Background: an optimization exercise with open tools, aiming at small area, a short achievable clock period and few clock cycles per item. Do not read the settings as production practice.
In this exercise RTL edits were held to simulation tests only and were not proved equivalent to the original.
No activity file was given, so power comes from the tool's default toggle rates.

==> design.v <==
module pc_norm16 (
    input  wire [15:0] a,
    output wire [3:0]  p,
    output wire [15:0] n
);
    wire z3 = (a[15:8] == 8'd0);
    wire [15:0] a3 = z3 ? {a[7:0], 8'd0} : a;
    wire z2 = (a3[15:12] == 4'd0);
    wire [15:0] a2 = z2 ? {a3[11:0], 4'd0} : a3;
    wire z1 = (a2[15:14] == 2'd0);
    wire [15:0] a1 = z1 ? {a2[13:0], 2'd0} : a2;
    wire z0 = ~a1[15];
    assign n = z0 ? {a1[14:0], 1'b0} : a1;
    assign p = ~{z3, z2, z1, z0};
endmodule
module pc_add #(
    parameter integer W = 8
) (
    input  wire [W-1:0] a,
    input  wire [W-1:0] b,
    input  wire         ci,
    output wire [W-1:0] s,
    output wire         co
);
    function integer lg2;
        input integer n;
        integer k;
        begin
            lg2 = 0;
            for (k = 1; k < n; k = k * 2)
                lg2 = lg2 + 1;
        end
    endfunction
    localparam integer N = W + 1;
    localparam integer L = lg2(N);
    wire [N-1:0] g [0:L];
    wire [N-1:0] p [0:L];
    assign g[0] = {a & b, ci};
    assign p[0] = {a ^ b, 1'b0};
    genvar l, i;
    generate
        for (l = 0; l < L; l = l + 1) begin : g_lvl
            for (i = 0; i < N; i = i + 1) begin : g_bit
                if (((i >> l) & 1) == 1) begin : g_op
                    localparam integer J = ((i >> l) << l) - 1;
                    assign g[l+1][i] = g[l][i] | (p[l][i] & g[l][J]);
                    assign p[l+1][i] = p[l][i] & p[l][J];
                end else begin : g_pass
                    assign g[l+1][i] = g[l][i];
                    assign p[l+1][i] = p[l][i];
                end
            end
        end
    endgenerate
    assign s  = p[0][W:1] ^ g[L][W-1:0];
    assign co = g[L][W];
endmodule
module pc_r4 (
    input  wire [15:0] r,
    input  wire [1:0]  b,
    input  wire [15:0] d,
    input  wire [17:0] d3,
    output wire [1:0]  q,
    output wire [15:0] rn
);
    wire [18:0] t = {1'b0, r, b};
    wire [18:0] s1, s2, s3;
    wire        c1, c2, c3;
    pc_add #(.W(19)) u_s1 (.a(t), .b(~{3'b000, d}),      .ci(1'b1), .s(s1), .co(c1));
    pc_add #(.W(19)) u_s2 (.a(t), .b(~{2'b00, d, 1'b0}), .ci(1'b1), .s(s2), .co(c2));
    pc_add #(.W(19)) u_s3 (.a(t), .b(~{1'b0, d3}),       .ci(1'b1), .s(s3), .co(c3));
    assign q  = c3 ? 2'd3 : c2 ? 2'd2 : c1 ? 2'd1 : 2'd0;
    assign rn = c3 ? s3[15:0] : c2 ? s2[15:0] : c1 ? s1[15:0] : t[15:0];
endmodule
module pc_div3 (
    input  wire [15:0] r,
    input  wire [4:0]  b,
    input  wire [15:0] d,
    input  wire [17:0] d3,
    output wire [4:0]  q,
    output wire [15:0] rn
);
    wire [15:0] r1, r2;
    pc_r4 u_a (.r(r),  .b(b[4:3]), .d(d), .d3(d3), .q(q[4:3]), .rn(r1));
    pc_r4 u_b (.r(r1), .b(b[2:1]), .d(d), .d3(d3), .q(q[2:1]), .rn(r2));
    wire [17:0] t = {1'b0, r2, b[0]};
    wire [17:0] s1;
    wire        c1;
    pc_add #(.W(18)) u_s (.a(t), .b(~{2'b00, d}), .ci(1'b1), .s(s1), .co(c1));
    assign q[0] = c1;
    assign rn   = c1 ? s1[15:0] : t[15:0];
endmodule
module pc_fsub (
    input  wire [52:0] xm,
    input  wire        xs,
    input  wire [10:0] xe,
    input  wire [15:0] bm,
    input  wire        bs,
    input  wire [3:0]  be,
    input  wire        bsel,
    input  wire [5:0]  sh,
    output reg  [52:0] ym,
    output wire        yr,
    output wire [10:0] ye,
    output wire        ys,
    output wire        yneg
);
    wire [56:0] xF = {1'b0, xm, 3'b000};
    wire [56:0] bF = {1'b0, bm, 40'd0};
    wire [56:0] bigF = bsel ? bF : xF;
    wire [56:0] smlI = bsel ? xF : bF;
    reg  [56:0] sv;
    reg         sst;
    always @(*) begin
        sv  = smlI;
        sst = 1'b0;
        if (sh[0]) begin sst = sst | sv[0];        sv = sv >> 1;  end
        if (sh[1]) begin sst = sst | (|sv[1:0]);   sv = sv >> 2;  end
        if (sh[2]) begin sst = sst | (|sv[3:0]);   sv = sv >> 4;  end
        if (sh[3]) begin sst = sst | (|sv[7:0]);   sv = sv >> 8;  end
        if (sh[4]) begin sst = sst | (|sv[15:0]);  sv = sv >> 16; end
        if (sh[5]) begin sst = sst | (|sv[31:0]);  sv = sv >> 32; end
    end
    wire [56:0] smlF   = {sv[56:1], sv[0] | sst};
    wire        effsub = ~(xs ^ bs);
    wire [56:0] sum;
    wire        sum_co;
    pc_add #(.W(57)) u_sum (.a(bigF), .b(smlF ^ {57{effsub}}), .ci(effsub), .s(sum), .co(sum_co));
    assign yneg = effsub & sum[56];
    reg         g, st;
    reg  [1:0]  ec;            
    always @(*) begin
        if (yneg) begin
            ym = sum[55:3]; g = 1'b0; st = 1'b0; ec = 2'd0;
        end else if (sum[56]) begin
            ym = sum[56:4]; g = sum[3]; st = |sum[2:0]; ec = 2'd1;
        end else if (sum[55]) begin
            ym = sum[55:3]; g = sum[2]; st = |sum[1:0]; ec = 2'd0;
        end else begin
            ym = sum[54:2]; g = sum[1]; st = sum[0];    ec = 2'd2;
        end
    end
    assign yr = g & (st | ym[0]);
    wire [10:0] ebig = bsel ? (11'd1023 + {7'd0, be}) : xe;
    assign ye = (ec == 2'd1) ? ebig + 11'd1 :
                (ec == 2'd2) ? ebig - 11'd1 : ebig;
    assign ys = bsel ? ~bs : xs;
endmodule
module pmbus_codec (
    input  wire        clk,
    input  wire        rst,
    input  wire        req_valid,
    output wire        req_ready,
    input  wire [2:0]  req_op,
    input  wire [15:0] req_raw,
    input  wire        req_cmd_ext,
    input  wire        ctx_cat_bitmap,
    input  wire        ctx_cat_voutrel,
    input  wire        ctx_slot_resolved,
    input  wire [2:0]  ctx_qfmt,
    input  wire        ctx_coef_valid,
    input  wire [15:0] ctx_coef_m,
    input  wire [15:0] ctx_coef_b,
    input  wire [7:0]  ctx_coef_r,
    input  wire        vout_valid,
    input  wire [7:0]  vout_mode,
    output reg         resp_valid,
    output reg  [3:0]  resp_status,
    output reg         resp_wr_result,
    output reg  [4:0]  resp_result,
    output reg         resp_wr_value,
    output reg  [1:0]  resp_kind,
    output wire [63:0] resp_value
);
    localparam [2:0] OP_CLASSIFY = 3'd0,
                     OP_DECODE   = 3'd1,
                     OP_LINEAR11 = 3'd2,
                     OP_DIRECT   = 3'd3,
                     OP_VOUT     = 3'd4,
                     OP_BITMAP   = 3'd5;
    localparam [3:0] ST_OK          = 4'd0,
                     ST_NOT_IMPL    = 4'd4,
                     ST_ILLEGAL_OP  = 4'd7;
    localparam [4:0] C_BITMAP  = 5'd0,
                     C_VOUTREL = 5'd1,
                     C_LINEAR  = 5'd2,
                     C_UINT16  = 5'd3,
                     C_DIRECT  = 5'd4,
                     C_UINT8   = 5'd5,
                     C_VID     = 5'd6,
                     C_MFR     = 5'd7,
                     C_UNKNOWN = 5'd8;
    localparam [1:0] K_RAW  = 2'd0,
                     K_REAL = 2'd1,
                     K_UINT = 2'd2,
                     K_BITS = 2'd3;
    localparam [3:0] S_IDLE  = 4'd0,
                     S_SCALE = 4'd1,    
                     S_MULR  = 4'd2,    
                     S_NEG   = 4'd3,    
                     S_NORM  = 4'd4,    
                     S_PRE   = 4'd5,    
                     S_DIV   = 4'd6,    
                     S_FIN   = 4'd7,    
                     S_D10B  = 4'd8;    
    reg        ir_v;
    reg [2:0]  i_op;
    reg [15:0] i_raw;
    reg        i_ext, i_cb, i_cv, i_sr, i_cov, i_vv;
    reg [2:0]  i_qf;
    reg [15:0] i_m, i_b;
    reg [7:0]  i_r, i_vm;
    reg        idle;
    reg [3:0]  state;
    assign req_ready = ~ir_v | idle;
    wire take = ir_v & idle;
    always @(posedge clk) begin
        if (rst)
            ir_v <= 1'b0;
        else if (req_ready)
            ir_v <= req_valid;
    end
    always @(posedge clk) begin
        if (req_ready) begin
            i_op  <= req_op;
            i_raw <= req_raw;
            i_ext <= req_cmd_ext;
            i_cb  <= ctx_cat_bitmap;
            i_cv  <= ctx_cat_voutrel;
            i_sr  <= ctx_slot_resolved;
            i_qf  <= ctx_qfmt;
            i_cov <= ctx_coef_valid;
            i_m   <= ctx_coef_m;
            i_b   <= ctx_coef_b;
            i_r   <= ctx_coef_r;
            i_vv  <= vout_valid;
            i_vm  <= vout_mode;
        end
    end
    wire vout_linear = i_vv & (i_vm[7:5] == 3'b000);
    reg [4:0] cls;
    always @(*) begin
        if (i_cb)
            cls = C_BITMAP;
        else if (i_cv & vout_linear)
            cls = C_VOUTREL;
        else if (!i_sr)
            cls = C_UNKNOWN;
        else begin
            case (i_qf)
                3'd0:    cls = C_LINEAR;
                3'd1:    cls = C_UINT16;
                3'd3:    cls = C_DIRECT;
                3'd4:    cls = C_UINT8;
                3'd5:    cls = C_VID;
                3'd6:    cls = C_MFR;
                default: cls = C_UNKNOWN;
            endcase
        end
    end
    wire direct_ok = i_cov & (i_m != 16'd0);
    reg [4:0] pop;
    integer j;
    always @(*) begin
        pop = 5'd0;
        for (j = 0; j < 16; j = j + 1)
            pop = pop + {4'd0, i_raw[j]};
    end
    reg        n_wr_result, n_wr_value, n_direct, n_lin, n_vout, n_u8;
    reg [3:0]  n_status;
    reg [4:0]  n_result;
    reg [1:0]  n_kind;
    always @(*) begin
        n_status    = ST_OK;
        n_wr_result = 1'b0;
        n_result    = 5'd0;
        n_wr_value  = 1'b0;
        n_kind      = K_RAW;
        n_direct    = 1'b0;
        n_lin       = 1'b0;
        n_vout      = 1'b0;
        n_u8        = 1'b0;
        case (i_op)
            OP_CLASSIFY: begin
                if (i_ext) begin
                    n_status = ST_NOT_IMPL;
                end else begin
                    n_wr_result = 1'b1;
                    n_result    = cls;
                end
            end
            OP_DECODE: begin
                if (i_ext) begin
                    n_status = ST_NOT_IMPL;
                end else begin
                    n_wr_result = 1'b1;
                    n_result    = cls;
                    n_wr_value  = 1'b1;
                    case (cls)
                        C_BITMAP:  n_kind = K_BITS;
                        C_VOUTREL: begin n_kind = K_REAL; n_vout = 1'b1; end
                        C_LINEAR:  begin n_kind = K_REAL; n_lin = 1'b1; end
                        C_UINT16:  n_kind = K_UINT;
                        C_DIRECT:  begin
                            n_direct = direct_ok;
                            n_kind   = direct_ok ? K_REAL : K_RAW;
                        end
                        C_UINT8:   begin n_kind = K_UINT; n_u8 = 1'b1; end
                        default:   n_kind = K_RAW;
                    endcase
                end
            end
            OP_LINEAR11: begin
                n_wr_value = 1'b1;
                n_kind     = K_REAL;
                n_lin      = 1'b1;
            end
            OP_DIRECT: begin
                if (i_ext) begin
                    n_status = ST_NOT_IMPL;
                end else begin
                    n_wr_value = 1'b1;
                    n_direct   = direct_ok;
                    n_kind     = direct_ok ? K_REAL : K_RAW;
                end
            end
            OP_VOUT: begin
                n_wr_value = 1'b1;
                if (vout_linear) begin
                    n_kind = K_REAL;
                    n_vout = 1'b1;
                end
            end
            OP_BITMAP: begin
                n_wr_result = 1'b1;
                n_result    = pop;
                n_wr_value  = 1'b1;
                n_kind      = K_BITS;
            end
            default: n_status = ST_ILLEGAL_OP;
        endcase
    end
    wire        a_neg = n_lin ? i_raw[10] : (n_direct & i_raw[15]);
    wire [15:0] a_src = n_lin ? {{5{i_raw[10]}}, i_raw[10:0]} : i_raw;
    wire [15:0] a_mag = a_neg ? (16'd0 - a_src) : a_src;
    wire [4:0]  a_off = n_lin ? i_raw[15:11] : (n_vout ? i_vm[4:0] : 5'd0);
    wire [3:0]  a_p;
    wire [15:0] a_n;
    pc_norm16 u_na (.a(a_mag), .p(a_p), .n(a_n));
    wire        a_real = n_lin | n_vout | n_direct;
    wire        a_z    = ~a_n[15];
    wire [10:0] a_e    = 11'd1023 + {7'd0, a_p} + {{6{a_off[4]}}, a_off};
    wire [15:0] m_mag = i_m[15] ? (16'd0 - i_m) : i_m;
    wire [15:0] b_mag = i_b[15] ? (16'd0 - i_b) : i_b;
    wire [3:0]  m_p, b_p;
    wire [15:0] m_n, b_n;
    pc_norm16 u_nm (.a(m_mag), .p(m_p), .n(m_n));
    pc_norm16 u_nb (.a(b_mag), .p(b_p), .n(b_n));
    wire [7:0]  r_mag = i_r[7] ? (8'd0 - i_r) : i_r;
    reg        S;
    reg [10:0] E;
    reg [55:0] Z;
    reg        zx;             
    reg [7:0]  steps;          
    reg        up;             
    reg [15:0] D;              
    reg [17:0] D3;             
    reg [3:0]  pm;             
    reg        sm;             
    reg [15:0] Bn;             
    reg [3:0]  eb;             
    reg        sb;             
    reg        bz;             
    reg signed [10:0] DX;      
    reg [5:0]  SH;             
    reg        BSEL;           
    reg        rinc;           
    reg [15:0] R;              
    reg [3:0]  cnt;
    assign resp_value = {S, E, Z[51:0]};
    wire [55:0] m5;
    wire        m5_co;
    pc_add #(.W(56)) u_m5 (.a({1'b0, Z[52:0], 2'b00}), .b({3'b000, Z[52:0]}), .ci(1'b0), .s(m5), .co(m5_co));
    wire        m5_hi = (Z[52:0] >= 53'h1999999999999A);    
    wire [52:0] m10_m = m5_hi ? m5[55:3] : m5[54:2];
    wire        m10_g = m5_hi ? m5[2] : m5[1];
    wire        m10_s = m5_hi ? (m5[1] | m5[0]) : m5[0];
    wire        m10_r = m10_g & (m10_s | m10_m[0]);
    wire        d10_t3 = (Z[51:50] == 2'b00);       
    wire [55:0] d10_n  = d10_t3 ? {Z[52:0], 3'b010} : {1'b0, Z[52:0], 2'b10};
    reg  [2:0]  rr;
    reg         d10b;          
    wire [27:0] c5_q;
    wire [2:0]  c5_r;
    wire [2:0]  c5_ri = d10b ? rr : 3'd0;
    wire [27:0] c5_n  = d10b ? Z[27:0] : d10_n[55:28];
    function [2:0] mod5;
        input [3:0] d;
        begin
            case (d)
                4'd0: mod5 = 3'd0;
                4'd1: mod5 = 3'd1;
                4'd2: mod5 = 3'd2;
                4'd3: mod5 = 3'd3;
                4'd4: mod5 = 3'd4;
                4'd5: mod5 = 3'd0;
                4'd6: mod5 = 3'd1;
                4'd7: mod5 = 3'd2;
                4'd8: mod5 = 3'd3;
                4'd9: mod5 = 3'd4;
                4'd10: mod5 = 3'd0;
                4'd11: mod5 = 3'd1;
                4'd12: mod5 = 3'd2;
                4'd13: mod5 = 3'd3;
                4'd14: mod5 = 3'd4;
                4'd15: mod5 = 3'd0;
                default: mod5 = 3'd0;
            endcase
        end
    endfunction
    function [2:0] add5;
        input [2:0] a, b;
        begin
            case ({a, b})
                6'd0: add5 = 3'd0;
                6'd1: add5 = 3'd1;
                6'd2: add5 = 3'd2;
                6'd3: add5 = 3'd3;
                6'd4: add5 = 3'd4;
                6'd8: add5 = 3'd1;
                6'd9: add5 = 3'd2;
                6'd10: add5 = 3'd3;
                6'd11: add5 = 3'd4;
                6'd12: add5 = 3'd0;
                6'd16: add5 = 3'd2;
                6'd17: add5 = 3'd3;
                6'd18: add5 = 3'd4;
                6'd19: add5 = 3'd0;
                6'd20: add5 = 3'd1;
                6'd24: add5 = 3'd3;
                6'd25: add5 = 3'd4;
                6'd26: add5 = 3'd0;
                6'd27: add5 = 3'd1;
                6'd28: add5 = 3'd2;
                6'd32: add5 = 3'd4;
                6'd33: add5 = 3'd0;
                6'd34: add5 = 3'd1;
                6'd35: add5 = 3'd2;
                6'd36: add5 = 3'd3;
                default: add5 = 3'd0;
            endcase
        end
    endfunction
    function [3:0] qdig;
        input [2:0] r;
        input [3:0] d;
        begin
            case ({r, d})
                7'd0: qdig = 4'd0;
                7'd1: qdig = 4'd0;
                7'd2: qdig = 4'd0;
                7'd3: qdig = 4'd0;
                7'd4: qdig = 4'd0;
                7'd5: qdig = 4'd1;
                7'd6: qdig = 4'd1;
                7'd7: qdig = 4'd1;
                7'd8: qdig = 4'd1;
                7'd9: qdig = 4'd1;
                7'd10: qdig = 4'd2;
                7'd11: qdig = 4'd2;
                7'd12: qdig = 4'd2;
                7'd13: qdig = 4'd2;
                7'd14: qdig = 4'd2;
                7'd15: qdig = 4'd3;
                7'd16: qdig = 4'd3;
                7'd17: qdig = 4'd3;
                7'd18: qdig = 4'd3;
                7'd19: qdig = 4'd3;
                7'd20: qdig = 4'd4;
                7'd21: qdig = 4'd4;
                7'd22: qdig = 4'd4;
                7'd23: qdig = 4'd4;
                7'd24: qdig = 4'd4;
                7'd25: qdig = 4'd5;
                7'd26: qdig = 4'd5;
                7'd27: qdig = 4'd5;
                7'd28: qdig = 4'd5;
                7'd29: qdig = 4'd5;
                7'd30: qdig = 4'd6;
                7'd31: qdig = 4'd6;
                7'd32: qdig = 4'd6;
                7'd33: qdig = 4'd6;
                7'd34: qdig = 4'd6;
                7'd35: qdig = 4'd7;
                7'd36: qdig = 4'd7;
                7'd37: qdig = 4'd7;
                7'd38: qdig = 4'd7;
                7'd39: qdig = 4'd7;
                7'd40: qdig = 4'd8;
                7'd41: qdig = 4'd8;
                7'd42: qdig = 4'd8;
                7'd43: qdig = 4'd8;
                7'd44: qdig = 4'd8;
                7'd45: qdig = 4'd9;
                7'd46: qdig = 4'd9;
                7'd47: qdig = 4'd9;
                7'd48: qdig = 4'd9;
                7'd49: qdig = 4'd9;
                7'd50: qdig = 4'd10;
                7'd51: qdig = 4'd10;
                7'd52: qdig = 4'd10;
                7'd53: qdig = 4'd10;
                7'd54: qdig = 4'd10;
                7'd55: qdig = 4'd11;
                7'd56: qdig = 4'd11;
                7'd57: qdig = 4'd11;
                7'd58: qdig = 4'd11;
                7'd59: qdig = 4'd11;
                7'd60: qdig = 4'd12;
                7'd61: qdig = 4'd12;
                7'd62: qdig = 4'd12;
                7'd63: qdig = 4'd12;
                7'd64: qdig = 4'd12;
                7'd65: qdig = 4'd13;
                7'd66: qdig = 4'd13;
                7'd67: qdig = 4'd13;
                7'd68: qdig = 4'd13;
                7'd69: qdig = 4'd13;
                7'd70: qdig = 4'd14;
                7'd71: qdig = 4'd14;
                7'd72: qdig = 4'd14;
                7'd73: qdig = 4'd14;
                7'd74: qdig = 4'd14;
                7'd75: qdig = 4'd15;
                7'd76: qdig = 4'd15;
                7'd77: qdig = 4'd15;
                7'd78: qdig = 4'd15;
                7'd79: qdig = 4'd15;
                default: qdig = 4'd0;
            endcase
        end
    endfunction
    wire [2:0] c5c [0:6];
    wire [2:0] c5rr [0:7];
    genvar k;
    generate
        for (k = 0; k < 7; k = k + 1) begin : g_c
            assign c5c[k] = mod5(c5_n[4*k+3:4*k]);
        end
    endgenerate
    assign c5rr[7] = c5_ri;
    assign c5rr[6] = add5(c5rr[7], c5c[6]);
    assign c5rr[5] = add5(c5rr[7], add5(c5c[6], c5c[5]));
    assign c5rr[4] = add5(c5rr[5], c5c[4]);
    assign c5rr[3] = add5(c5rr[5], add5(c5c[4], c5c[3]));
    assign c5rr[2] = add5(c5rr[3], c5c[2]);
    assign c5rr[1] = add5(c5rr[3], add5(c5c[2], c5c[1]));
    assign c5rr[0] = add5(c5rr[1], c5c[0]);
    generate
        for (k = 0; k < 7; k = k + 1) begin : g_q
            assign c5_q[4*k+3:4*k] = qdig(c5rr[k+1], c5_n[4*k+3:4*k]);
        end
    endgenerate
    assign c5_r = c5rr[0];
    wire signed [10:0] sc_d   = up ? (m5_hi ? 11'sd4 : 11'sd3)
                                   : (d10_t3 ? -11'sd4 : -11'sd3);
    reg  signed [10:0] dx_n;
    reg  signed [10:0] dx_add;
    always @(*) begin
        dx_add = 11'sd0;
        if (state == S_SCALE)
            dx_add = sc_d;
        else if (state == S_MULR)
            dx_add = {10'd0, &Z[52:0]};      
        dx_n = DX + dx_add;
    end
    wire [10:0] dx_abs = dx_n[10] ? (11'd0 - dx_n) : dx_n;
    wire [5:0]  sh_n   = (dx_abs[10:6] != 5'd0) ? 6'd63 : dx_abs[5:0];
    wire [52:0] sb_m;
    wire        sb_r, sb_sg, sneg;
    wire [10:0] sb_e;
    pc_fsub u_fsub (.xm(Z[52:0]), .xs(S), .xe(E), .bm(Bn), .bs(sb), .be(eb),
                    .bsel(BSEL), .sh(SH), .ym(sb_m), .yr(sb_r), .ye(sb_e),
                    .ys(sb_sg), .yneg(sneg));
    wire        q_a   = Z[54];
    wire [52:0] ys = {R[14:0], Z[55:18]};
    reg  [52:0] inc_in;
    reg         inc_c;
    always @(*) begin
        inc_in = Z[52:0];
        inc_c  = rinc;
        if (state == S_PRE) begin
            inc_in = ys;
        end else if (state == S_NEG) begin
            inc_in = ~ys;
            inc_c  = 1'b1;
        end else if (state == S_FIN) begin
            inc_in = q_a ? Z[54:2] : Z[53:1];
            inc_c  = q_a ? (Z[1] & (Z[0] | (R != 16'd0) | Z[2]))
                         : (Z[0] & ((R != 16'd0) | Z[1]));
        end
    end
    reg  [53:0] inc_o;
    integer ii;
    always @(*) begin
        for (ii = 0; ii < 53; ii = ii + 1)
            inc_o[ii] = inc_in[ii] ^ (inc_c & (&(inc_in | ~((53'd1 << ii) - 53'd1))));
        inc_o[53] = inc_c & (&inc_in);
    end
    wire        inc_ov = inc_o[53];                  
    wire [52:0] inc_m  = inc_ov ? {1'b1, 52'd0} : inc_o[52:0];
    wire [4:0]  dq;
    wire [15:0] dr3;
    pc_div3 u_div (.r(R), .b(Z[55:51]), .d(D), .d3(D3), .q(dq), .rn(dr3));
    always @(posedge clk) begin
        D3 <= {2'b00, D} + {1'b0, D, 1'b0};
    end
    always @(posedge clk) begin
        if (rst) begin
            idle       <= 1'b1;
            state      <= S_IDLE;
            resp_valid <= 1'b0;
            d10b       <= 1'b0;
        end else begin
            resp_valid <= 1'b0;
            case (state)
                S_IDLE: begin
                    if (take) begin
                        resp_status    <= n_status;
                        resp_wr_result <= n_wr_result;
                        resp_result    <= n_result;
                        resp_wr_value  <= n_wr_value;
                        resp_kind      <= n_kind;
                        S  <= a_real & a_neg;
                        E  <= (a_real & ~a_z) ? a_e : 11'd0;
                        Z  <= a_real ? {3'b000, a_n, 37'd0}
                                     : (n_u8 ? {48'd0, i_raw[7:0]} : {40'd0, i_raw});
                        zx    <= a_z;
                        steps <= r_mag;
                        up    <= i_r[7];
                        D     <= m_n;
                        pm    <= m_p;
                        sm    <= i_m[15];
                        Bn    <= b_n;
                        eb    <= b_p;
                        sb    <= i_b[15];
                        bz    <= ~b_n[15];
                        DX    <= $signed({7'd0, a_p}) - $signed({7'd0, b_p});
                        SH    <= (a_p >= b_p) ? {2'b00, a_p - b_p} : {2'b00, b_p - a_p};
                        BSEL  <= (b_n[15] & (a_z | (a_p < b_p)));
                        rinc  <= 1'b0;
                        if (n_direct) begin
                            idle  <= 1'b0;
                            state <= S_SCALE;
                        end else begin
                            resp_valid <= 1'b1;
                        end
                    end
                end
                S_SCALE: begin
                    if (steps != 8'd0 && !zx) begin
                        steps <= steps - 8'd1;
                        DX    <= dx_n;
                        SH    <= sh_n;
                        BSEL  <= ~bz & dx_n[10];
                        E     <= E + sc_d;
                        if (up) begin
                            Z    <= {3'b000, m10_m};
                            rinc <= m10_r;
                            if (m10_r)
                                state <= S_MULR;
                        end else begin
                            Z     <= {c5_q, d10_n[27:0]};
                            rr    <= c5_r;
                            state <= S_D10B;
                            d10b  <= 1'b1;
                        end
                    end else begin
                        R    <= {1'b0, sb_m[52:38]};
                        Z    <= {sb_m[37:0], 18'd0};
                        E    <= sb_e;
                        S    <= sb_sg;
                        rinc <= sb_r;
                        cnt  <= 4'd0;
                        if (sneg)
                            state <= S_NEG;
                        else if (!sb_m[52])
                            state <= S_NORM;
                        else if (sb_r)
                            state <= S_PRE;
                        else
                            state <= S_DIV;
                    end
                end
                S_D10B: begin
                    Z     <= {Z[55:28], c5_q};
                    state <= S_SCALE;
                    d10b  <= 1'b0;
                end
                S_MULR: begin
                    Z     <= {3'b000, inc_m};
                    E     <= E + {10'd0, &Z[52:0]};
                    DX    <= dx_n;
                    SH    <= sh_n;
                    BSEL  <= ~bz & dx_n[10];
                    rinc  <= 1'b0;
                    state <= S_SCALE;
                end
                S_NEG: begin
                    R     <= {1'b0, inc_o[52:38]};
                    Z     <= {inc_o[37:0], 18'd0};
                    S     <= ~S;
                    state <= S_NORM;
                end
                S_NORM: begin
                    if (ys == 53'd0) begin
                        Z          <= 56'd0;
                        S          <= sm;
                        E          <= 11'd0;
                        idle       <= 1'b1;
                        state      <= S_IDLE;
                        resp_valid <= 1'b1;
                    end else if (ys[52]) begin
                        state <= S_DIV;
                    end else if (ys[52:49] == 4'd0) begin
                        R <= {1'b0, R[10:0], Z[55:52]};
                        Z <= {Z[51:0], 4'd0};
                        E <= E - 11'd4;
                    end else begin
                        R <= {1'b0, R[13:0], Z[55]};
                        Z <= {Z[54:0], 1'b0};
                        E <= E - 11'd1;
                    end
                end
                S_PRE: begin
                    R     <= {1'b0, inc_m[52:38]};
                    Z     <= {inc_m[37:0], 18'd0};
                    E     <= E + {10'd0, &ys};
                    rinc  <= 1'b0;
                    cnt   <= 4'd0;
                    state <= S_DIV;
                end
                S_DIV: begin
                    R   <= dr3;
                    Z   <= {Z[50:0], dq};
                    cnt <= cnt + 4'd1;
                    if (cnt == 4'd10)
                        state <= S_FIN;
                end
                S_FIN: begin
                    Z          <= {3'b000, inc_m};
                    E          <= E - {7'd0, pm} - {10'd0, ~q_a} + {10'd0, inc_ov};
                    S          <= S ^ sm;
                    idle       <= 1'b1;
                    state      <= S_IDLE;
                    resp_valid <= 1'b1;
                end
                default: begin
                    idle  <= 1'b1;
                    state <= S_IDLE;
                end
            endcase
        end
    end
endmodule
==> run.sh <==
#!/bin/bash
# synth_recipe.tcl (not shown) runs the flow's synth.tcl, then flattens the netlist and writes it again
# the make line also repeats each setting of config.mk as NAME=value (left out here)
make -C /OpenROAD-flow-scripts/flow DESIGN_CONFIG=/design/flow/config.mk WORK_HOME=/design/flow/orfs CLKGATE_MAP_FILE= SYNTH_SCRIPT=/design/flow/synth_recipe.tcl finish
==> config.mk <==
export PLATFORM = sky130hd
export DESIGN_NAME = pmbus_codec
export DESIGN_NICKNAME = pmbus_codec
export VERILOG_FILES = /design/flow/design.v
export SDC_FILE = /design/flow/constraint.sdc
export NUM_CORES = 4
export LEC_CHECK = 0
export CAP_MARGIN = 20
export CORE_MARGIN = 2
export CORE_UTILIZATION = 40
export PLACE_DENSITY = 0.6
export SLEW_MARGIN = 20
export SYNTH_HIERARCHICAL = 1
export SYNTH_MINIMUM_KEEP_SIZE = 1000
==> constraint.sdc <==
create_clock -name core_clock -period 24.0 [get_ports {clk}]
set_input_delay 4.8000 -clock core_clock [delete_from_list [all_inputs] [get_ports {clk}]]
set_output_delay 4.8000 -clock core_clock [all_outputs]
set_load 0.01 [all_outputs]
==> qor.txt, run 1 <==
hold_sp - idle
clock skew - 0.0450 ns
minimum clock period - 10.89 ns
GP Congestion - 1.07
RSZ-0062 raised after global routing - false
Initial Util - 40.2%
simple-gate share of the synthesized area - 19.4%
CTS tree - done
initial antenna violation count - 21
crit start category - flop
Max Cap Viol - 0
Required @ worst endpoint - 24.35 ns
# rows - 128
Final nets - 6821
Post-DRT Antenna Nets - 0
FF-to-FF setup slack - 13.11 ns
setup_tns - 0 ns
cell total after placement - 7886
DIE WIDTH - 353 um
CTS Buf Count - 39
CTS H-tree lvls - 2
Clock Pin Slew Worst Setup and Hold Paths - 0.07 ns
Mapped Avg Cell Area - 7.60 um2
Post-CTS Setup Bufs - 0
Hold Path Class - flop to flop
CORE AREA - 121000 um2
Post-Layout Cell Count - 7968
total gr overflow - 0
Post-synth ARST share - 0%
Worst setup EP type - flop
Post-CTS Resized - 0
via count - 52500
Tightest Pin Transition - 1.29 ns
design area - 52800 um2
DP Area - 51500 um2
Power per Cell Area - 110 nW/um2
Post-synth EDFFs - 250
Die Ht - 353 um
status - timing/DRC/antenna clean
clock tree sinks - 276
Slew Viols, Final - 0
Area Growth Syn to Fin - 8.38%
final setup violating endpoints - 0
DRC - 0
largest net degree at the start of global routing - 131
number of global-route vias before repair - 48100
share of cells above drive strength 1 - 8.15%
Synth Area in XOR/XNOR - 7.27%
Clock Latency Late Sink - 0.63 ns
die area - 125000 um2
First-pass DRT Iterations - 10
complex-gate fraction of the synthesized area - 28.9%
YS warnings - 12
critical path type - flop to flop
worst path arrival time - 11.23 ns
CP max stage delay - 0.87 ns
Total Wirelength - 225000 um
Distinct cells, synth - 135
Pleak - 0.0211 uW
Hold Fails Final Rpt - 0
largest family of logic cells by synthesized area - compound AO/OA/AOI/OAI gates
sequential fraction of the synthesis area - 16.5%
Slew headroom - 13.4%
Slowest cell on crit path - o2111a_1
vias per inst - 6.59
mux share of post-synthesis cell area - 9.02%
Total Routing Usage GR - 34.4%
f_max - 91.8 MHz
Root Driver - clkbuf_16
CP Launch Point - Z[55]
Synth Flop Type - edfxtp_1
DR WL/cell - 28.3 um
CP max FO - 23
Port Buf Inserts - 156
R2R Path Start - Z[55]
clock buffer depth - 3
# IOs - 158
Post-Syn Instances - 6409
adder and majority cell fraction of the synthesized area - 12.1%
post-DP HPWL - 168000 um
Tcrit/Tclk final - 45.4%
register bit total from synthesis - 276
# hold bufs at CTS - 0
first-pass GRT wire length - 326000 um
detailed router's first-iteration violation count - 7497
mapped cell area - 48700 um2
Worst VDD drop - 117 uV
cells by family after synthesis:
group / after synthesis
compound gates: 2099
xor+xnor: 404
fa+ha+maj: 444
buf+inv: 787
flops: 276
mux: 389
other cells: 1
simple gates: 2009
metal layers:
metal  vias to the layer above  wire length [um]  track usage (%)
li1                      23600                 -                -
met1                     25100             91600             45.3
met2                      3050             93200             50.2
met3                       716             26400             10.2
met4                        24             13900             18.4
met5                         -               183            0.226
modules after synthesis, one instance, submodules excluded:
module       cells inside  times used  flops+latches  cell area (um2)
pc_div3               740           1              0             5760
pc_fsub              1427           1              0            10000
pmbus_codec          4242           1            276            32900
report_power, final:
group	internal, uW	switching (uW)
combinational	1660	2860
clock	337	258
sequential	602	75.2
cell usage after synthesis, types with 44 or more instances:
cell type / number / area share (%)
nand2_1: 657 / 5.1
a21oi_1: 566 / 5.8
nor2_1: 550 / 4.2
o21ai_0: 414 / 4.3
ha_1: 393 / 10
inv_1: 304 / 2.3
clkbuf_1: 293 / 2.3
xnor2_1: 275 / 4.9
edfxtp_1: 250 / 15
mux2i_1: 226 / 4.6
nand3_1: 166 / 1.7
nor3_1: 135 / 1.4
xor2_1: 129 / 2.3
a21o_1: 123 / 1.9
mux2_2: 122 / 2.8
a221oi_1: 87 / 1.6
o22ai_1: 86 / 1.1
nor2b_1: 82 / 1.1
o211ai_1: 82 / 1.3
buf_4: 66 / 1.0
nand2b_1: 64 / 0.82
o221ai_1: 64 / 1.2
a211oi_1: 62 / 0.96
nand4_1: 57 / 0.73
buf_1: 54 / 0.42
a22oi_1: 48 / 0.74
o21a_1: 48 / 0.74
or3_1: 48 / 0.62
a31oi_1: 47 / 0.60
fa_1: 46 / 1.9
o21bai_1: 46 / 0.71
nor4_1: 44 / 0.57
state kept, by name, summed over array words and instances (netlist names), 5 cells and up:
name         count
E               11
i_r              8
Bn              16
i_vm             8
SH               6
i_b             16
i_m             16
steps            8
i_raw           16
Z               56
DX              11
D3              18
R               16
resp_result      5
D               16
layout make-up:
class | count | area, um2
sequential | 276 | 8030
tap | 1625 | 2030
inverter | 325 | 1220
antenna | 11 | 27.5
clock inverter | 15 | 159
timing repair buffer | 313 | 2780
clock buffer | 55 | 1080
multi-input combinational | 5348 | 37400
fill | 12300 | 68500
critical path: cells and delay by family, from the launching register on:
family	cells	cell delay, ns
compound gates	21	6.09
fa+ha+maj	3	0.97
buf+inv	4	0.76
flops	1	0.68
mux	1	0.42
simple gates	8	1.66
path summary, 6_finish.rpt:
path,end,cells after the start
worst max-delay path,R[5],37
worst min-delay path,idle,1
worst max register to register,R[5],37
worst min register to register,idle,1
cells in the final DEF, fill, tap and decap left out, types with 156 or more instances in the layout:
cell type / synthesis / layout
nand2_1: 657 / 655
a21oi_1: 566 / 566
nor2_1: 550 / 547
o21ai_0: 414 / 411
ha_1: 393 / 393
inv_1: 304 / 304
xnor2_1: 275 / 274
edfxtp_1: 250 / 250
mux2i_1: 226 / 226
nand3_1: 166 / 165
clkdlybuf4s50_1: 0 / 156
metrics by stage:
| stage | hold slack (ns) | power (uW) | utilization, % | worst slack, ns |
|---|---|---|---|---|
| 2_1_floorplan | 0.424 | 3810 | - | 14.60 |
| 3_3_place_gp | 0.500 | 5020 | 42.4 | 13.38 |
| 3_5_place_dp | 0.506 | 5030 | 42.5 | 13.32 |
| 4_1_cts | 0.529 | 5650 | 43.5 | 13.25 |
| 5_1_grt | 0.565 | 6120 | 43.5 | 12.26 |
| 6_report | 0.528 | 5800 | 43.5 | 13.11 |
Testbench counts, summed over its fixed seeds: cycles 16,101, items 2,400.
==> inputs of run 2 (changes only) <==
--- a/design.v
+++ b/design.v
@@ -90,62 +90,6 @@
     assign q[0] = c1;
     assign rn   = c1 ? s1[15:0] : t[15:0];
 endmodule
-module pc_fsub (
-    input  wire [52:0] xm,
-    input  wire        xs,
-    input  wire [10:0] xe,
-    input  wire [15:0] bm,
-    input  wire        bs,
-    input  wire [3:0]  be,
-    input  wire        bsel,
-    input  wire [5:0]  sh,
-    output reg  [52:0] ym,
-    output wire        yr,
-    output wire [10:0] ye,
-    output wire        ys,
-    output wire        yneg
-);
-    wire [56:0] xF = {1'b0, xm, 3'b000};
-    wire [56:0] bF = {1'b0, bm, 40'd0};
-    wire [56:0] bigF = bsel ? bF : xF;
-    wire [56:0] smlI = bsel ? xF : bF;
-    reg  [56:0] sv;
-    reg         sst;
-    always @(*) begin
-        sv  = smlI;
-        sst = 1'b0;
-        if (sh[0]) begin sst = sst | sv[0];        sv = sv >> 1;  end
-        if (sh[1]) begin sst = sst | (|sv[1:0]);   sv = sv >> 2;  end
-        if (sh[2]) begin sst = sst | (|sv[3:0]);   sv = sv >> 4;  end
-        if (sh[3]) begin sst = sst | (|sv[7:0]);   sv = sv >> 8;  end
-        if (sh[4]) begin sst = sst | (|sv[15:0]);  sv = sv >> 16; end
-        if (sh[5]) begin sst = sst | (|sv[31:0]);  sv = sv >> 32; end
-    end
-    wire [56:0] smlF   = {sv[56:1], sv[0] | sst};
-    wire        effsub = ~(xs ^ bs);
-    wire [56:0] sum;
-    wire        sum_co;
-    pc_add #(.W(57)) u_sum (.a(bigF), .b(smlF ^ {57{effsub}}), .ci(effsub), .s(sum), .co(sum_co));
-    assign yneg = effsub & sum[56];
-    reg         g, st;
-    reg  [1:0]  ec;            
-    always @(*) begin
-        if (yneg) begin
-            ym = sum[55:3]; g = 1'b0; st = 1'b0; ec = 2'd0;
-        end else if (sum[56]) begin
-            ym = sum[56:4]; g = sum[3]; st = |sum[2:0]; ec = 2'd1;
-        end else if (sum[55]) begin
-            ym = sum[55:3]; g = sum[2]; st = |sum[1:0]; ec = 2'd0;
-        end else begin
-            ym = sum[54:2]; g = sum[1]; st = sum[0];    ec = 2'd2;
-        end
-    end
-    assign yr = g & (st | ym[0]);
-    wire [10:0] ebig = bsel ? (11'd1023 + {7'd0, be}) : xe;
-    assign ye = (ec == 2'd1) ? ebig + 11'd1 :
-                (ec == 2'd2) ? ebig - 11'd1 : ebig;
-    assign ys = bsel ? ~bs : xs;
-endmodule
 module pmbus_codec (
     input  wire        clk,
     input  wire        rst,
@@ -576,12 +520,49 @@
     end
     wire [10:0] dx_abs = dx_n[10] ? (11'd0 - dx_n) : dx_n;
     wire [5:0]  sh_n   = (dx_abs[10:6] != 5'd0) ? 6'd63 : dx_abs[5:0];
-    wire [52:0] sb_m;
+    reg  [52:0] sb_m;
     wire        sb_r, sb_sg, sneg;
     wire [10:0] sb_e;
-    pc_fsub u_fsub (.xm(Z[52:0]), .xs(S), .xe(E), .bm(Bn), .bs(sb), .be(eb),
-                    .bsel(BSEL), .sh(SH), .ym(sb_m), .yr(sb_r), .ye(sb_e),
-                    .ys(sb_sg), .yneg(sneg));
+    wire [56:0] fs_xF = {1'b0, Z[52:0], 3'b000};
+    wire [56:0] fs_bF = {1'b0, Bn, 40'd0};
+    wire [56:0] fs_bigF = BSEL ? fs_bF : fs_xF;
+    wire [56:0] fs_smlI = BSEL ? fs_xF : fs_bF;
+    reg  [56:0] fs_sv;
+    reg         fs_sst;
+    always @(*) begin
+        fs_sv  = fs_smlI;
+        fs_sst = 1'b0;
+        if (SH[0]) begin fs_sst = fs_sst | fs_sv[0];        fs_sv = fs_sv >> 1;  end
+        if (SH[1]) begin fs_sst = fs_sst | (|fs_sv[1:0]);   fs_sv = fs_sv >> 2;  end
+        if (SH[2]) begin fs_sst = fs_sst | (|fs_sv[3:0]);   fs_sv = fs_sv >> 4;  end
+        if (SH[3]) begin fs_sst = fs_sst | (|fs_sv[7:0]);   fs_sv = fs_sv >> 8;  end
+        if (SH[4]) begin fs_sst = fs_sst | (|fs_sv[15:0]);  fs_sv = fs_sv >> 16; end
+        if (SH[5]) begin fs_sst = fs_sst | (|fs_sv[31:0]);  fs_sv = fs_sv >> 32; end
+    end
+    wire [56:0] fs_smlF   = {fs_sv[56:1], fs_sv[0] | fs_sst};
+    wire        fs_effsub = ~(S ^ sb);
+    wire [56:0] fs_sum;
+    wire        fs_sum_co;
+    pc_add #(.W(57)) fs_u_sum (.a(fs_bigF), .b(fs_smlF ^ {57{fs_effsub}}), .ci(fs_effsub), .s(fs_sum), .co(fs_sum_co));
+    assign sneg = fs_effsub & fs_sum[56];
+    reg         fs_g, fs_st;
+    reg  [1:0]  fs_ec;            
+    always @(*) begin
+        if (sneg) begin
+            sb_m = fs_sum[55:3]; fs_g = 1'b0; fs_st = 1'b0; fs_ec = 2'd0;
+        end else if (fs_sum[56]) begin
+            sb_m = fs_sum[56:4]; fs_g = fs_sum[3]; fs_st = |fs_sum[2:0]; fs_ec = 2'd1;
+        end else if (fs_sum[55]) begin
+            sb_m = fs_sum[55:3]; fs_g = fs_sum[2]; fs_st = |fs_sum[1:0]; fs_ec = 2'd0;
+        end else begin
+            sb_m = fs_sum[54:2]; fs_g = fs_sum[1]; fs_st = fs_sum[0];    fs_ec = 2'd2;
+        end
+    end
+    assign sb_r = fs_g & (fs_st | sb_m[0]);
+    wire [10:0] fs_ebig = BSEL ? (11'd1023 + {7'd0, eb}) : E;
+    assign sb_e = (fs_ec == 2'd1) ? fs_ebig + 11'd1 :
+                (fs_ec == 2'd2) ? fs_ebig - 11'd1 : fs_ebig;
+    assign sb_sg = BSEL ? ~sb : S;
     wire        q_a   = Z[54];
     wire [52:0] ys = {R[14:0], Z[55:18]};
     reg  [52:0] inc_in;
==> qor.txt, run 2 <==
status - timing/DRC/antenna clean
CP max FO - 13 (-43%)
Post-CTS Resized - 0 (unchanged)
count of filler cells inserted in the layout - 12100 (-2.0%)
clock buffer depth - 3 (unchanged)
FF-to-FF setup slack - 13.51 ns (+0.40 ns)
CTS H-tree lvls - 2 (unchanged)
M1 GR Usage - 41.9% (-3.4 points)
Post-Layout Cell Count - 7830 (-1.7%)
Hold Path Class - flop to flop
most common cell after layout, fill and taps aside - nand2_1
Hold Path Depth - 1 (unchanged)
DR WL/cell - 26.3 um (-6.9%)
CP bufs+invs - 3 (-1)
most frequent CP cell - ha_1
most frequent cells in the layout - nand2_1, a21oi_1, nor2_1, o21ai_0, ha_1
Slew headroom - 9.45% (-4.0 points)
Die Ht - 352 um (-0.29%)
die area - 124000 um2 (-0.58%)
top-count cell post-synth - nand2_1
RSZ-0062 raised after global routing - false
met2 usage - 49.4% (-0.85 points)
critical path type - flop to flop
f_max - 95.3 MHz (+3.8%)
Total Routing Usage GR - 32.3% (-2.1 points)
R2R Path Start - Z[55]
final setup violating endpoints - 0 (unchanged)
CTS Buf Count - 37 (-5.1%)
share of cells above drive strength 1 - 8.23% (+0.078 points)
Post-synth EDFFs - 250 (unchanged)
Largest Register - Z
design area - 52300 um2 (-0.81%)
Worst VDD drop - 90.5 uV (-23%)
Pleak - 0.0207 uW (-1.6%)
post-DP HPWL - 154000 um (-8.2%)
Top delay family on crit path - compound AO/OA/AOI/OAI gates
worst r2r dst - R[14]
Worst setup EP type - flop
DP Area - 51000 um2 (-0.86%)
vias per inst - 6.51 (-1.2%)
Distinct cells, synth - 127 (-5.9%)
cell taking the most area after synthesis - edfxtp_1
Required @ worst endpoint - 24.33 ns (-0.02 ns)
max reg flops - 56 (unchanged)
clock skew - 0.0261 ns (-0.0189 ns)
Total Wirelength - 206000 um (-8.5%)
GR peak layer - met2
detailed router's first-iteration violation count - 6637 (-11%)
Initial Util - 40.4% (+0.19 points)
via count - 51000 (-3.0%)
Crit path depth - 32 (-14%)
YS warnings - 11 (-1)
Hold Fails Final Rpt - 0 (unchanged)
Post-synth top cells - nand2_1, a21oi_1, nor2_1
worst path arrival time - 10.82 ns (-0.41 ns)
Power per Cell Area - 106 nW/um2 (-3.6%)
setup_tns - 0 ns (unchanged)
worst-case reg-to-reg path depth - 32 (-14%)
Post-CTS Setup Bufs - 0 (unchanged)
Tcrit/Tclk final - 43.7% (-1.7 points)
Post-Syn Instances - 6324 (-1.3%)
Slew Viols, Final - 0 (unchanged)
Max Cap Viol - 0 (unchanged)
cell total after placement - 7754 (-1.7%)
Area Growth Syn to Fin - 8.13%
Root Driver - clkbuf_16
Final nets - 6703 (-1.7%)
minimum clock period - 10.49 ns (-0.400 ns)
crit path to - R[14]
# hold bufs at CTS - 0 (unchanged)
number of global-route vias before repair - 46900 (-2.4%)
# IOs - 158 (unchanged)
Slowest cell on crit path - a21boi_0
top cells by area, synth - edfxtp_1, ha_1, a21oi_1
Port Buf Inserts - 156 (unchanged)
initial antenna violation count - 18 (-14%)
mapped cell area - 48400 um2 (-0.58%)
DRC - 0 (unchanged)
Clock Pin Slew Worst Setup and Hold Paths - 0.06 ns (about the same)
CP max stage delay - 0.77 ns (-0.10 ns)
sequential fraction of the synthesis area - 16.6% (+0.097 points)
Synth top area share - 15.5% (+0.090 points)
Post-synth ARST share - 0% (unchanged)
# rows - 127 (-0.78%)
total gr overflow - 0 (unchanged)
DIE WIDTH - 352 um (-0.29%)
CORE AREA - 120000 um2 (-1.0%)
largest net degree at the start of global routing - 91 (-31%)
register bit total from synthesis - 276 (unchanged)
met3 Resource Use GR - 8.13% (-2.1 points)
CP Launch Point - Z[55]
Post-DRT Antenna Nets - 0 (unchanged)
Synth Flop Type - edfxtp_1
crit start category - flop
Clock Latency Late Sink - 0.59 ns (-0.04 ns)
Tightest Pin Transition - 1.34 ns (+0.0499 ns)
biggest regs - Z (56), D3 (18)
GP Congestion - 1.04 (-2.3%)
first-pass GRT wire length - 305000 um (-6.4%)
First-pass DRT Iterations - 9 (-1)
Mapped Avg Cell Area - 7.66 um2 (+0.75%)
CTS tree - done
clock tree sinks - 276 (unchanged)
[run 2: cell count changes after synthesis, sizes merged, moves of 28 or more]
cell    delta
nor2      -45
mux2      -40
o21ai     -33
clkbuf    +30
a221oi    +28
nand3     -28
o22ai     -28
[run 2: per-stage QoR]
step | hold WS [ns] | util [%] | power [uW] | setup WS [ns]
floorplan | 0.424 | - | 3630 | 14.60
global placement | 0.524 | 42.5 | 4800 | 13.84
detailed placement | 0.524 | 42.5 | 4820 | 13.68
CTS | 0.548 | 43.6 | 5420 | 13.62
global route | 0.582 | 43.6 | 5880 | 12.90
finish | 0.549 | 43.6 | 5540 | 13.51
[run 2: cells by family (layout without fill, tap and decap cells)]
logic type               count (synthesis)  after routing  synth area share, %
multiplexers                           393            393                 9.65
AO/OA/AOI/OAI                         2035           2035                 28.1
adder cells (fa/ha/maj)                446            446                 12.2
flip-flops                             276            276                 16.6
XOR/XNOR                               392            392                 7.11
other                                    1             10              0.00775
AND/OR/NAND/NOR                       1979           1979                 19.3
buffers and inverters                  802            687                 7.04
[run 2: final cells by class]
cell class / count / area [um2] / share of cell area [%]
Antenna cell: 7 / 17.5 / 0.0335
Clock buffer: 45 / 996 / 1.90
Clock inverter: 22 / 251 / 0.480
Inverter: 311 / 1170 / 2.23
Multi-Input combinational cell: 5248 / 37100 / 70.9
Sequential cell: 276 / 8030 / 15.3
Tap cell: 1612 / 2020 / 3.85
Timing Repair Buffer: 309 / 2730 / 5.21
[run 2: modules after synthesis, one instance, submodules excluded]
module / flops+latches / cell area [um2] / copies in the design / cells
pc_div3: 0 / 5960 / 1 / 764
pmbus_codec: 276 / 42500 / 1 / 5560
[run 2: layer usage]
metal	share of wire (%)	routed length [um]	up-vias
met4	6.2	12700	20
li1	-	-	23200
met3	11	22200	710
met1	40	83100	24200
met2	43	88000	2875
met5	0.10	208	-
[run 2: worst min-delay path by stage]
| stage | startpoint | end | slack, ns |
|---|---|---|---|
| after floorplan | i_b[15] | sb | 0.42 |
| after global placement | idle | idle | 0.52 |
| after detailed placement | idle | idle | 0.52 |
| after CTS | idle | idle | 0.55 |
| after global routing | idle | idle | 0.58 |
| final | idle | idle | 0.55 |
[run 2: where the power goes]
part | leakage [uW] | internal [uW] | switching, uW
logic | 0.0175 | 1590 | 2700
clock network | 0.000600 | 342 | 246
registers | 0.00263 | 603 | 61.7
total | 0.0207 | 2530 | 3010
Testbench counts of run 2, summed over its fixed seeds: cycles 16,101, items 2,400.

-- what the ideal ports hide --
Ports are ideal in the flow. The routed layouts listed here were re-timed in OpenROAD. Step 1, drivers: a clkbuf_16 drives clk and a buf_2 each remaining input, both assumed. Step 2, shift: input delay + t, output delay - t, t = (earliest + latest rising clock arrival at the registers) / 2. This alone moves slack from input paths to output paths. Slacks: ideal ports / drivers / drivers and shift; pairs: ideal ports / drivers.
| run | t (ns) | slack for setup (ns) | clock arrival spread, ns | worst data-port slew with drivers (ns) |
|---|---|---|---|---|
| run 1 | 0.683 | 13.112 / 13.112 / 13.112 | 0.045 / 0.045 | 0.08 |
| run 2 | 0.645 | 13.512 / 13.512 / 13.512 | 0.026 / 0.026 | 0.06 |
After both steps every run listed still meets setup and hold.
